Source: an optimization exercise on an open RTL-to-GDS flow (aim: small area, a short achievable clock period and few clock cycles). Production flows keep margins and buffers that such runs may drop. The RTL was checked by simulation tests, not by an equivalence proof against the original design. Power and IR drop assume default switching activity.

==> flow/design.v <==
module evsub_tga (
    input  wire        clk,
    input  wire        rst_n,       
    input  wire        tirq,        
    input  wire        sf_valid,    
    output wire        sf_ready,    
    input  wire [73:0] sf_data,     
    input  wire        sf_err,      
    output wire        ev_valid,    
    input  wire        ev_ready,    
    output wire [39:0] ev_data,     
    output wire        halted       
);
    localparam [2:0] K_PPRESS = 3'd0;
    localparam [2:0] K_PMOVE  = 3'd1;
    localparam [2:0] K_PREL   = 3'd2;
    localparam [2:0] K_PEXIT  = 3'd3;
    localparam [2:0] K_KPRESS = 3'd4;
    localparam [2:0] K_KREL   = 3'd5;
    function [1:0] keyzone;
        input [15:0] x;
        begin
            if (x < 16'd107)      keyzone = 2'd0;
            else if (x < 16'd214) keyzone = 2'd1;
            else if (x < 16'd320) keyzone = 2'd2;
            else                  keyzone = 2'd3;
        end
    endfunction
    reg tirq_q;
    reg tirq_pend;
    reg in_sess;
    reg halt_r;
    wire tirq_fall = tirq_q & ~tirq;
    wire start     = ~in_sess & ~halt_r & (tirq_pend | tirq_fall);
    reg        hv, tv;
    reg [1:0]  hn, tn;              
    reg [24:0] hp0, hp1, tp0, tp1;
    reg [3:0]  hc, tc;              
    assign sf_ready = in_sess & ~tv;
    wire take     = sf_valid & sf_ready;
    wire take_ok  = take & ~sf_err;
    wire [1:0]  in_n  = sf_data[73:72];
    wire [32:0] in_q0 = sf_data[68:36];    
    wire [32:0] in_q1 = sf_data[32:0];
    wire in_v0 = in_n[1] | in_n[0];
    wire in_v1 = in_n[1];
    wire in_g0 = (in_q0[15:8] == 8'd0) & (in_q0[7:4] != 4'hF);
    wire in_g1 = (in_q1[15:8] == 8'd0) & (in_q1[7:4] != 4'hF);
    wire [1:0] in_z0 = keyzone(in_q0[31:16]);
    wire [1:0] in_z1 = keyzone(in_q1[31:16]);
    wire in_k0 = (in_z0 != 2'd3);
    wire in_k1 = (in_z1 != 2'd3);
    wire [24:0] in_p0 = {in_q0[32:16], in_q0[7:2], in_g0 ? in_q0[1:0] : in_z0};
    wire [24:0] in_p1 = {in_q1[32:16], in_q1[7:2], in_g1 ? in_q1[1:0] : in_z1};
    wire [3:0] in_c = {in_v1 & ~in_g1 & in_k1, in_v0 & ~in_g0 & in_k0,
                       in_v1 & in_g1, in_v0 & in_g0};
    always @(posedge clk) begin
        tirq_q <= tirq;
        if (!rst_n) begin
            tirq_pend <= 1'b0;
            in_sess   <= 1'b0;
            halt_r    <= 1'b0;
        end else begin
            tirq_pend <= start ? (tirq_pend & tirq_fall) : (tirq_pend | tirq_fall);
            if (take) begin
                if (sf_err) begin
                    halt_r  <= 1'b1;
                    in_sess <= 1'b0;
                end else if (in_n == 2'd0) begin
                    in_sess <= 1'b0;
                end
            end else if (start) begin
                in_sess <= 1'b1;
            end
        end
    end
    assign halted = halt_r;
    reg  [1:0]  active;
    reg         ptr_valid;
    reg         ptr_id;
    reg  [23:0] lc, lo;
    reg         cid, vc, vo;
    reg  [1:0]  key0, key1;         
    reg  [5:0]  done;               
    reg  [1:0]  wr;                 
    reg         outv;
    reg  [2:0]  o_kind;
    reg  [1:0]  o_key;
    reg         o_show;             
    wire [23:0] o_xy = lc & {24{o_show}};
    assign ev_valid = outv;
    assign ev_data  = {2'b00, o_kind, o_key, 1'b0, o_xy[23:8], 8'd0, o_xy[7:0]};
    wire        v0  = hn[1] | hn[0];
    wire        v1  = hn[1];
    wire        id0 = hp0[24];
    wire        id1 = hp1[24];
    wire [23:0] xy0 = hp0[23:0];        
    wire [23:0] xy1 = hp1[23:0];
    wire [1:0] kz0 = hp0[1:0];          
    wire [1:0] kz1 = hp1[1:0];
    wire eqAc = vc & (xy0 == lc);
    wire eqAo = vo & (xy0 == lo);
    wire eqBc = vc & (xy1 == lc);
    wire eqBo = vo & (xy1 == lo);
    wire eqL0 = (id0 == cid) ? eqAc : eqAo;      
    wire eqL1 = (id1 == cid) ? eqBc : eqBo;      
    wire same = (id0 == id1);
    wire G0 = hc[0];
    wire G1 = hc[1];
    wire B0 = hc[2];
    wire B1 = hc[3];
    wire act_id0 = id0 ? active[1] : active[0];
    wire act_id1 = id1 ? active[1] : active[0];
    wire set0  = G0 & ~ptr_valid & ~act_id0;
    wire pv1   = ptr_valid | set0;
    wire pid1  = set0 ? id0 : ptr_id;
    wire c_g0  = G0 & pv1 & (pid1 == id0);
    wire e_g0  = c_g0 & ~eqL0;
    wire set1  = G1 & ~pv1 & ~act_id1;
    wire pv2   = pv1 | set1;
    wire pid2  = set1 ? id1 : pid1;
    wire c_g1  = G1 & pv2 & (pid2 == id1);
    wire g0m   = e_g0 & same & ~done[0];
    wire e_g1  = c_g1 & (g0m | ~eqL1);
    wire act1_id1 = act_id1 | wr[id1] | g0m;
    wire ptr_id0 = pv2 & (pid2 == id0);
    wire ptr_id1 = pv2 & (pid2 == id1);
    wire e_b0  = B0 & ~ptr_id0 & ~act_id0;
    wire e_b1  = B1 & ~ptr_id1 & ~act_id1 & ~(e_b0 & same);
    wire [1:0] proc = {(v0 & id0) | (v1 & id1), (v0 & ~id0) | (v1 & ~id1)};
    wire r0  = active[0] & ~proc[0];
    wire r1  = active[1] & ~proc[1];
    wire rp0 = r0 & pv2 & ~pid2;
    wire rp1 = r1 & pv2 & pid2;
    wire [5:0] f   = {r1, r0, e_b1, e_b0, e_g1, e_g0};
    wire [5:0] rem = f & ~done;
    wire [5:0] sel = rem & ~{rem[4:0], 1'b0} & ~{rem[3:0], 2'b0} & ~{rem[2:0], 3'b0}
                         & ~{rem[1:0], 4'b0} & ~{rem[0], 5'b0};
    wire [2:0] n_kind = (sel[0] ? {2'b00, act_id0}  : 3'd0)
                      | (sel[1] ? {2'b00, act1_id1} : 3'd0)
                      | ((sel[2] | sel[3]) ? K_KPRESS : 3'd0)
                      | (sel[4] ? (rp0 ? K_PREL : K_KREL) : 3'd0)
                      | (sel[5] ? (rp1 ? K_PREL : K_KREL) : 3'd0);
    wire [1:0] n_key  = (sel[2] ? kz0 : 2'd0)
                      | (sel[3] ? kz1 : 2'd0)
                      | ((sel[4] & ~rp0) ? key0 : 2'd0)
                      | ((sel[5] & ~rp1) ? key1 : 2'd0);
    wire n_show = sel[0] | sel[1] | (sel[4] & rp0) | (sel[5] & rp1);
    wire none   = (rem == 6'd0);
    wire lastev = ((rem & ~sel) == 6'd0);
    wire o_rel  = o_show & (o_kind == K_PREL);
    wire load   = ~outv | (ev_ready & ~o_rel);
    wire pop    = hv & (none | (load & lastev));
    wire ld     = hv & ~none & load;
    wire wid  = sel[1] ? id1 : id0;
    wire wany = sel[0] | sel[1];
    wire [1:0] wnow = {wany & wid, wany & ~wid};
    wire [1:0] know = {(sel[2] & id0) | (sel[3] & id1), (sel[2] & ~id0) | (sel[3] & ~id1)};
    wire kid  = sel[3] ? id1 : id0;
    wire kany = sel[2] | sel[3];
    wire [1:0] act_n = proc & (active | wr | wnow | know | {e_b0 & id0, e_b0 & ~id0}
                                                         | {e_b1 & id1, e_b1 & ~id1});
    wire       pv_n  = pv2 & ~(rp0 | rp1);
    always @(posedge clk) begin
        if (!rst_n) begin
            hv        <= 1'b0;
            tv        <= 1'b0;
            outv      <= 1'b0;
            done      <= 6'd0;
            wr        <= 2'b00;
            active    <= 2'b00;
            ptr_valid <= 1'b0;
            ptr_id    <= 1'b0;
            vc        <= 1'b0;
            vo        <= 1'b0;
        end else begin
            if (~hv | pop)
                hv <= tv | take_ok;
            if (tv)
                tv <= ~(~hv | pop);
            else
                tv <= take_ok & hv & ~pop;
            if (ld)
                outv <= 1'b1;
            else if (ev_ready & ~o_rel)
                outv <= 1'b0;
            if (pop) begin
                done <= 6'd0;
                wr   <= 2'b00;
                if (hn == 2'd0) begin
                    active    <= 2'b00;
                    ptr_valid <= 1'b0;
                    ptr_id    <= 1'b0;
                end else begin
                    active    <= act_n;
                    ptr_valid <= pv_n;
                    ptr_id    <= pid2;
                end
            end else if (ld) begin
                done <= done | {|sel[5:5], |sel[5:4], |sel[5:3], |sel[5:2], |sel[5:1], |sel[5:0]};
                wr   <= wr | wnow | know;
            end
            if (pop & (hn == 2'd0)) begin
                vc <= 1'b0;
                vo <= 1'b0;
            end else if (ld & wany) begin
                vc  <= 1'b1;
                cid <= wid;
                if (wid != cid) vo <= vc;
            end else if (ld & kany) begin
                if (kid == cid) vc <= 1'b0;
                else            vo <= 1'b0;
            end
        end
    end
    always @(posedge clk) begin
        if (~hv | pop) begin
            if (tv) begin
                hn <= tn; hp0 <= tp0; hp1 <= tp1; hc <= tc;
            end else begin
                hn <= in_n; hp0 <= in_p0; hp1 <= in_p1; hc <= in_c;
            end
        end
        if (take) begin
            tn <= in_n; tp0 <= in_p0; tp1 <= in_p1; tc <= in_c;
        end
        if (ld) begin
            o_kind <= n_kind;
            o_key  <= n_key;
            o_show <= n_show;
        end else if (ev_ready & o_rel) begin
            o_kind <= K_PEXIT;
            o_show <= 1'b0;
        end
        if (ld & wany) begin
            lc <= sel[0] ? xy0 : xy1;
            if (wid != cid) lo <= lc;
        end
        if (ld & know[0]) key0 <= sel[2] ? kz0 : kz1;
        if (ld & know[1]) key1 <= sel[2] ? kz0 : kz1;
    end
endmodule
export LEC_CHECK = 0
export CAP_MARGIN = 40
export CORE_MARGIN = 2
export CORE_UTILIZATION = 60
export SLEW_MARGIN = 40
create_clock -name core_clock -period 11.0 [get_ports {clk}]
standard.sh (not shown) runs the stock make flow with config.mk's settings and CLKGATE_MAP_FILE= SYNTH_SCRIPT=/design/flow/synth_recipe.tcl, a recipe that flattens the netlist after the stock synthesis.
==> flow/flow/run.sh <==
#!/bin/bash
set -euo pipefail
export BUFFER_PORTS_ARGS="-buffer_cell sky130_fd_sc_hd__buf_1"
export SETUP_SLACK_MARGIN=7.8
bash standard.sh > flow_standard.log 2>&1
Testbench counts at the start, summed over its fixed seeds: cycles 9,358.
Rerun with:
==> flow/flow/run.sh (replaced) <==
#!/bin/bash
set -euo pipefail
export BUFFER_PORTS_ARGS="-buffer_cell sky130_fd_sc_hd__buf_1"
export SETUP_SLACK_MARGIN=7.2
bash standard.sh > flow_standard.log 2>&1
- PLACE_DENSITY: unset -> 0.75
Outcome: Utilization is lower by 9.8 points. Flip-flop and latch count is unchanged. Register-to-register slack is worse by 0.28 ns. Area after synthesis stays the same. Synthesized cell count stays the same. Worst setup slack is worse by 0.10 ns. Design area is lower by roughly a tenth. Total power is lower slightly. Sequential share of layout area is higher by 6.2 points. Combinational power is lower by about a fifth. Fmax is lower by a few percent.
Rerun with:
- CAP_MARGIN: 40 -> 20
- PLACE_DENSITY: 0.75 -> unset
- SLEW_MARGIN: 40 -> 20
The new run ran to the end with no violations.
Final area barely changes.
Worst hold slack loses 0.022 ns.
Total power came out lower slightly.
Rerun with:
- CAP_MARGIN: 20 -> 40
- CORE_UTILIZATION: 60 -> 70
- SLEW_MARGIN: 20 -> 40
Result: Clock skew barely changes; die area fell by 14%; register-to-register slack is worse by 0.07 ns; routed wire length is higher by 2.6%; area after synthesis is unchanged; via count grows by 5.5%; final cell count falls by 3.8%.
Rerun with:
==> flow/flow/run.sh (replaced) <==
#!/bin/bash
set -euo pipefail
export BUFFER_PORTS_ARGS="-buffer_cell sky130_fd_sc_hd__buf_1"
export SETUP_SLACK_MARGIN=7.5
bash standard.sh > flow_standard.log 2>&1
- CORE_UTILIZATION: 70 -> 60
- CTS_CLUSTER_DIAMETER: unset -> 80
- CTS_CLUSTER_SIZE: unset -> 40
Effect:
- total power goes up by 1.2%
- cell area goes up by 4.8%
- clock skew hardly moves
- global-route usage goes down by 4.9 points
- register-to-register slack gains 0.27 ns
- sequential power is about the same
Rerun with:
==> flow/flow/run.sh (replaced) <==
#!/bin/bash
set -euo pipefail
export BUFFER_PORTS_ARGS="-buffer_cell sky130_fd_sc_hd__buf_1"
export SETUP_SLACK_MARGIN=7.0
bash standard.sh > flow_standard.log 2>&1
- CTS_CLUSTER_DIAMETER: 80 -> unset
- CTS_CLUSTER_SIZE: 40 -> unset
Effect:
- The changed run finished with timing, DRC and antenna clean
- routed wire length drops by 8.9%
- total power is lower by 1.1%
- global-route usage is lower by 2.0 points
- critical path depth shrinks by 1
- clock-buffer cell count goes up by 3
- die area does not change
- worst setup slack is worse by 0.31 ns
- core utilization decreases by 4.0 points
- synthesized cell count does not change
- clock power is lower by about 2%
- sequential share of layout area went up by 2.8 points

-- re-timing with driven ports --
The results above use ideal ports. As a check the final layouts listed here were re-extracted and re-timed, cells and wires unchanged. Step 1, drivers: a clkbuf_16 drives clk and a buf_2 each remaining input, both assumed. Step 2 times the ports against the registers' clock, not the clock port: input delays grow and output delays shrink by t, the midpoint of the rising clock arrivals with the driver on. Slacks: ideal / step 1 / step 2; pairs: ideal / step 1.
| run | t, ns | setup slack, ns | clock arrival spread, ns | slew at the worst register clock pin (ns) | worst data-port slew with drivers (ns) |
|---|---|---|---|---|---|
| the first run | 0.490 | 7.405 / 7.361 / 7.043 | 0.018 / 0.018 | 0.08 / 0.08 | 0.05 |
| the second run | 0.487 | 7.304 / 7.273 / 6.839 | 0.010 / 0.010 | 0.08 / 0.08 | 0.05 |
| the third run | 0.484 | 7.319 / 7.294 / 6.852 | 0.012 / 0.012 | 0.08 / 0.08 | 0.03 |
| the fourth run | 0.485 | 7.244 / 7.262 / 6.777 | 0.014 / 0.014 | 0.08 / 0.08 | 0.05 |
| the fifth run | 0.478 | 7.418 / 7.372 / 7.088 | 0.013 / 0.013 | 0.08 / 0.08 | 0.05 |
| the sixth run | 0.473 | 7.112 / 7.070 / 6.848 | 0.009 / 0.009 | 0.08 / 0.08 | 0.04 |
After both steps setup and hold are still met in every run listed.
